Source: an optimization exercise on an open RTL-to-GDS flow (aim: small area, a short achievable clock period and few clock cycles). Production flows keep margins and buffers that such runs may drop.
Only simulation tests tie the RTL to the original design; equivalence was not proved.
Power is estimated from default activity; no workload was simulated.

==> flow/design.v <==
module blind_chunk_rx (
    input  wire        clk,
    input  wire        rst,         
    input  wire        cmd_valid,
    input  wire [1:0]  cmd_op,
    input  wire [7:0]  cmd_data,
    output wire        cmd_ready,
    output reg         tok_valid,
    output reg  [7:0]  tok_data,
    output reg         evt_valid,
    output reg  [3:0]  evt_code,
    output reg  [15:0] evt_a,
    output reg  [15:0] evt_b,
    output wire        dst_valid,
    output wire [7:0]  dst_data,
    input  wire        dst_ready
);
    localparam integer CHUNK_MAX = 256;
    localparam integer IMG_CAP   = 16384;
    localparam [1:0] OP_BYTE = 2'd0, OP_START = 2'd1, OP_TIMEOUT = 2'd2, OP_ABORT = 2'd3;
    localparam [2:0] PH_IDLE = 3'd0, PH_HDR = 3'd1, PH_PAY = 3'd2, PH_CHK = 3'd3,
                     PH_DONE = 3'd4, PH_FAIL = 3'd5;
    localparam [3:0] EV_STARTED  = 4'd0, EV_SIZE_ERR = 4'd1, EV_CHK_ERR  = 4'd2,
                     EV_IDX_ERR  = 4'd3, EV_CAP_ERR  = 4'd4, EV_CHUNK_OK = 4'd5,
                     EV_COMPLETE = 4'd6, EV_TIMEOUT  = 4'd7, EV_ABORTED  = 4'd8,
                     EV_IGNORED  = 4'd9;
    localparam [7:0] ACK = 8'h06, NACK = 8'h15;
    function [7:0] crc8_step;
        input [7:0] a;
        input [7:0] b;
        integer i;
        reg [7:0] c;
        begin
            c = a ^ b;
            for (i = 0; i < 8; i = i + 1)
                c = c[7] ? ((c << 1) ^ 8'h07) : (c << 1);
            crc8_step = c;
        end
    endfunction
    reg [2:0]  phase;
    reg [8:0]  cnt;             
    reg [16:0] expected;        
    reg [14:0] dlen;            
    reg [7:0]  chdr [0:6];      
    reg [7:0]  cstage [0:255];  
    reg [7:0]  chk_acc;         
    reg        draining;
    reg [8:0]  rd_ptr;
    reg [8:0]  rd_len;
    reg        complete_pend;   
    wire [15:0] hdr_idx   = {chdr[1], chdr[2]};
    wire [15:0] hdr_total = {chdr[3], chdr[4]};
    wire [15:0] hdr_size  = {chdr[5], chdr[6]};
    wire [15:0] new_size  = {chdr[5], cmd_data};
    wire [16:0] idx_plus1 = {1'b0, hdr_idx} + 17'd1;
    wire [16:0] dlen_new  = {2'b00, dlen} + {1'b0, hdr_size};
    assign cmd_ready = !draining && !complete_pend;
    wire   fire      = cmd_valid && cmd_ready;
    wire   active    = (phase == PH_HDR) || (phase == PH_PAY) || (phase == PH_CHK);
    assign dst_valid = draining;
    assign dst_data  = cstage[rd_ptr[7:0]];
    always @(posedge clk) begin
        if (fire && cmd_op == OP_BYTE && phase == PH_HDR)
            chdr[cnt[2:0]] <= cmd_data;
        if (fire && cmd_op == OP_BYTE && phase == PH_PAY)
            cstage[cnt[7:0]] <= cmd_data;
    end
    task show_event;
        input [3:0]  code;
        input [15:0] a;
        input [15:0] b;
        begin
            evt_valid <= 1'b1;
            evt_code  <= code;
            evt_a     <= a;
            evt_b     <= b;
        end
    endtask
    task send_token;
        input [7:0] t;
        begin
            tok_valid <= 1'b1;
            tok_data  <= t;
        end
    endtask
    always @(posedge clk) begin
        if (rst) begin
            phase         <= PH_IDLE;
            cnt           <= 9'd0;
            expected      <= 17'd0;
            dlen          <= 15'd0;
            chk_acc       <= 8'h00;
            draining      <= 1'b0;
            rd_ptr        <= 9'd0;
            rd_len        <= 9'd0;
            complete_pend <= 1'b0;
            tok_valid     <= 1'b0;
            tok_data      <= 8'h00;
            evt_valid     <= 1'b0;
            evt_code      <= 4'd0;
            evt_a         <= 16'd0;
            evt_b         <= 16'd0;
        end else begin
            tok_valid <= 1'b0;
            evt_valid <= 1'b0;
            if (draining && dst_ready) begin
                rd_ptr <= rd_ptr + 9'd1;
                if (rd_ptr + 9'd1 == rd_len)
                    draining <= 1'b0;
            end
            if (complete_pend) begin
                complete_pend <= 1'b0;
                show_event(EV_COMPLETE, {1'b0, dlen}, 16'd0);
            end
            if (fire) begin
                case (cmd_op)
                    OP_START: begin
                        phase    <= PH_HDR;
                        cnt      <= 9'd0;
                        expected <= 17'd0;
                        dlen     <= 15'd0;
                        show_event(EV_STARTED, 16'd0, 16'd0);
                    end
                    OP_TIMEOUT: begin
                        if (active) begin
                            send_token(NACK);
                            show_event(EV_TIMEOUT, {13'd0, phase}, {7'd0, cnt});
                            phase <= PH_HDR;
                            cnt   <= 9'd0;
                        end
                    end
                    OP_ABORT: begin
                        if (active) begin
                            phase <= PH_FAIL;
                            show_event(EV_ABORTED, 16'd0, 16'd0);
                        end
                    end
                    default: begin  
                        case (phase)
                            PH_HDR: begin
                                if (cnt == 9'd0)
                                    chk_acc <= crc8_step(8'h00, cmd_data);
                                else
                                    chk_acc <= crc8_step(chk_acc, cmd_data);
                                if (cnt == 9'd6) begin
                                    cnt <= 9'd0;
                                    if (new_size > CHUNK_MAX) begin
                                        send_token(NACK);
                                        show_event(EV_SIZE_ERR, new_size, 16'd0);
                                    end else if (new_size == 16'd0) begin
                                        phase <= PH_CHK;
                                    end else begin
                                        phase <= PH_PAY;
                                    end
                                end else begin
                                    cnt <= cnt + 9'd1;
                                end
                            end
                            PH_PAY: begin
                                chk_acc <= chk_acc ^ cmd_data;
                                if (cnt + 9'd1 == hdr_size[8:0]) begin
                                    phase <= PH_CHK;
                                    cnt   <= 9'd0;
                                end else begin
                                    cnt <= cnt + 9'd1;
                                end
                            end
                            PH_CHK: begin
                                cnt <= 9'd0;
                                if (chk_acc != cmd_data) begin
                                    send_token(NACK);
                                    show_event(EV_CHK_ERR, {8'd0, chk_acc}, {8'd0, cmd_data});
                                    phase <= PH_HDR;
                                end else if ({1'b0, hdr_idx} != expected) begin
                                    send_token(NACK);
                                    show_event(EV_IDX_ERR, hdr_idx, expected[15:0]);
                                    phase <= PH_HDR;
                                end else if (dlen_new > IMG_CAP) begin
                                    show_event(EV_CAP_ERR, {1'b0, dlen}, hdr_size);
                                    phase <= PH_FAIL;
                                end else begin
                                    dlen     <= dlen_new[14:0];
                                    expected <= expected + 17'd1;
                                    send_token(ACK);
                                    show_event(EV_CHUNK_OK, hdr_idx, hdr_size);
                                    if (hdr_size != 16'd0) begin
                                        draining <= 1'b1;
                                        rd_ptr   <= 9'd0;
                                        rd_len   <= hdr_size[8:0];
                                    end
                                    if (idx_plus1 == {1'b0, hdr_total}) begin
                                        phase         <= PH_DONE;
                                        complete_pend <= 1'b1;
                                    end else begin
                                        phase <= PH_HDR;
                                    end
                                end
                            end
                            default: begin  
                                show_event(EV_IGNORED, {8'd0, cmd_data}, 16'd0);
                            end
                        endcase
                    end
                endcase
            end
        end
    end
endmodule
==> flow/run.sh <==
#!/bin/bash
# synth_recipe.tcl (not shown) runs the flow's synth.tcl, then flattens the netlist and writes it again
# the make line also repeats each setting of config.mk as NAME=value (left out here)
make -C /OpenROAD-flow-scripts/flow DESIGN_CONFIG=/design/flow/config.mk WORK_HOME=/design/flow/orfs CLKGATE_MAP_FILE= SYNTH_SCRIPT=/design/flow/synth_recipe.tcl finish
==> flow/config.mk <==
export PLATFORM = sky130hd
export DESIGN_NAME = blind_chunk_rx
export DESIGN_NICKNAME = blind_chunk_rx
export VERILOG_FILES = /design/flow/design.v
export SDC_FILE = /design/flow/constraint.sdc
export NUM_CORES = 4
export LEC_CHECK = 0
export CAP_MARGIN = 20
export CORE_MARGIN = 2
export CORE_UTILIZATION = 30
export SLEW_MARGIN = 20
==> flow/constraint.sdc <==
create_clock -name core_clock -period 9.0 [get_ports {clk}]
set_input_delay 1.8000 -clock core_clock [delete_from_list [all_inputs] [get_ports {clk}]]
set_output_delay 1.8000 -clock core_clock [all_outputs]
set_load 0.01 [all_outputs]
==> impl_metrics.tcl <==
set metrics [dict create \
    status "complete, no violations" \
    cts_num_sinks 2209 \
    seq_area_frac_synth 0.7326 \
    fillCellCount 27190 \
    avgRoutedWirePerCell_um 26.16 \
    synth_compound_area_frac 0.02384 \
    cts_htree_levels 4 \
    startpoint_type "register" \
    synth_seq_cells 2209 \
    required_ns 7.20 \
    rsz0062_at_grt "false" \
    post_dp_cell_area_um2 94320 \
    cts_tree "yes" \
    grt_max_degree 161 \
    gp_congestion 0.8543 \
    post-cts-setup-buffers 0 \
    worstPathArrival_ns 5.40 \
    synth_top_family_by_area "multiplexers" \
    syn_area_per_cell_um2 20.01 \
    totalPowerFinal_mw 20.75 \
    grt_pass1_vias 44700 \
    dieArea_um2 301000 \
    relSlewSlack 0.2208 \
    die_w_um 548.7 \
    seqCellArea_um2 65220 \
    grt_pass1_wl_um 327200 \
    fin_tns_setup_ns 0 \
    dpl.hpwl_um 138000 \
    mostFrequentLayoutCells "2096 x edfxtp_1, 680 x mux4_2, 385 x nor2_1" \
    rows 199 \
    hold_class "reg -> reg" \
    vias 44460 \
    initial_utilization 0.3022 \
    num_io_pins 70 \
    die_h_um 548.7 \
    firstDrtPassIters 5 \
    wl_um 226200 \
    insertion_delay_ns 0.91 \
    setup_viol 0 \
    drt_iter0_drc 5238 \
    synthFlopType "edfxtp_1" \
    antenna_found_initial 6 \
    synthArstFlopShare 0 \
    yosys-mux-area-fraction 0.1785 \
    slew_viol_final 0 \
    post-route-period-util 0.7997 \
    setup_ws_ns 1.803 \
    crit_type "reg -> out" \
    fmax_mhz 138.9 \
    final_util 0.3453 \
    hold_slack_ns 0.4849 \
    synthCells 4447 \
    core-area_um2 294600 \
    multi_input_area_um2 22660 \
    dp_slack_ns 2.575 \
    track_usage 0.1483 \
    skew_ns 0.05802 \
    ir_drop_mv 0.1588 \
    design_area_um2 101700 \
    drv_cap 0 \
    ant_nets 0 \
    cts_hold_buf 0 \
    synth_edf_count 2096 \
    area_growth_pct 14.26 \
    viasPerCell 5.140 \
    critical_path.max_fanout 49 \
    synth_xor_area_frac 0.01092 \
    drc_errors 0 \
    synth_cell_types 69 \
    final_cells 8649 \
    yosys_warnings 1 \
    synthSimpleGateAreaFrac 0.03553 \
    ctsResizeCount 0 \
    path_clk_slew_ns 0.06 \
    synthAdderAreaFrac 0.004864 \
    cts_made_buffers 226 \
    ctsLongestPathBuffers 3 \
    grt_overflow_total 0 \
    p_leak_nw 29.91 \
    p_per_area_nw_per_um2 204.1 \
    final.min_clock_period_ns 7.197 \
    dp_cells 8227 \
    final_nets 4589 \
    syn_area_um2 89000 \
    final_common_cell "edfxtp_1" \
    hold_viol 0 \
    io_buffers 65 \
    critPathCaptureType "output pin" \
    drive_gt1_frac 0.2396 \
    clk_root_buffer_cell "clkbuf_16" \
    tightest_slew_ns 1.166 \
]
==> per-layer routing <==
| layer | part of all wire | wire length [um] | up-vias | track usage |
|---|---|---|---|---|
| met4 | 0.032 | 7258 | 2 | 0.04685 |
| li1 | - | - | 18520 | - |
| met2 | 0.48 | 109200 | 1873 | 0.2408 |
| met1 | 0.42 | 93910 | 23680 | 0.2022 |
| met5 | 0.000057 | 13 | - | 0 |
| met3 | 0.070 | 15840 | 387 | 0.02664 |
==> path summary, 6_finish.rpt <==
| path | start | end | slack (ns) | depth (start not counted) |
|---|---|---|---|---|
| min reg2reg | expected[16] | expected[16] | 0.48 | 1 |
| min | expected[16] | expected[16] | 0.48 | 1 |
| max reg2reg | chdr[6][0] | expected[12] | 3.89 | 14 |
| max | rd_ptr[1] | dst_data[7] | 1.80 | 6 |
==> worst max-delay path, cell delays in order, from the launching register on <==
cell,delay (ns)
dfxtp_4,0.98
buf_4,0.67
mux4_2,0.43
mux4_2,0.52
mux4_2,0.65
mux4_2,0.59
clkdlybuf4s50_1,0.53
==> final cells by class <==
type / count / share of cell area
clock inverters: 137 / 0.01362
repair buffers: 143 / 0.01479
inverters: 34 / 0.001255
clock buffers: 275 / 0.05784
flip-flops and latches: 2209 / 0.6414
diodes: 5 / 0.0001230
well taps: 3919 / 0.04822
multi-input cells: 1927 / 0.2228
==> where the power goes <==
| part | internal [mW] | switching, mW |
|---|---|---|
| logic | 0.0718 | 0.277 |
| clock network | 5.15 | 3.99 |
| registers | 11.2 | 0.0133 |
| total | 16.5 | 4.28 |
==> Yosys cell counts, types with 19 or more instances <==
cell      count  area share
nand3_1      62      0.0035
nor3_1       22      0.0012
nand4_1      19      0.0013
o21ai_0      52      0.0029
or3_1        21      0.0015
inv_1        34      0.0014
xnor2_1      82      0.0081
mux4_2      680        0.17
mux2i_1      44      0.0049
buf_1        52      0.0022
o21ai_1      22      0.0012
ha_1         33      0.0046
nand2_1     106      0.0045
xor2_1       29      0.0029
dfxtp_1     113       0.025
edfxtp_1   2096        0.71
clkbuf_1    213      0.0090
a21oi_1      90      0.0051
nor2_1      395       0.017
==> registers in the layout, summed over array words and instances (netlist names), 3 cells and up <==
register,cells
cnt,9
evt_b,16
phase,3
rd_len,9
chdr,48
tok_data,3
rd_ptr,9
evt_code,4
expected,17
cstage,2048
evt_a,16
dlen,15
chk_acc,8
==> cell families after synthesis <==
group | Yosys count
mux | 736
other cells | 1
xor+xnor | 111
buf+inv | 314
flops | 2209
fa+ha+maj | 34
compound gates | 328
simple gates | 714
Testbench counts, summed over its fixed seeds: cycles 105,660.

-- what the ideal ports hide --
The results above use ideal ports. As a check the final layout listed here was re-extracted and re-timed, cells and wires unchanged. Step 1 sets driving cells, clkbuf_16 on the clock port and buf_2 on the other inputs (assumed; they add their load-dependent delay and slew). Step 2, shift: input delay + t, output delay - t, t = (earliest + latest rising clock arrival at the registers) / 2. This alone moves slack from input paths to output paths. Three values: no drivers, after step 1, after step 2; two values: the first two.
shift t [ns]: 0.944
setup slack, ns: 1.803 / 1.715 / 2.659
hold slack, ns: 0.485 / 0.485 / 0.485
worst register clock-pin slew, ns: 0.07 / 0.07
pins driven straight from the clock port: 1
After both steps setup and hold are still met in this run. For this run, drivers alone change the setup slack by -0.088 ns; drivers and shift together by +0.856 ns.
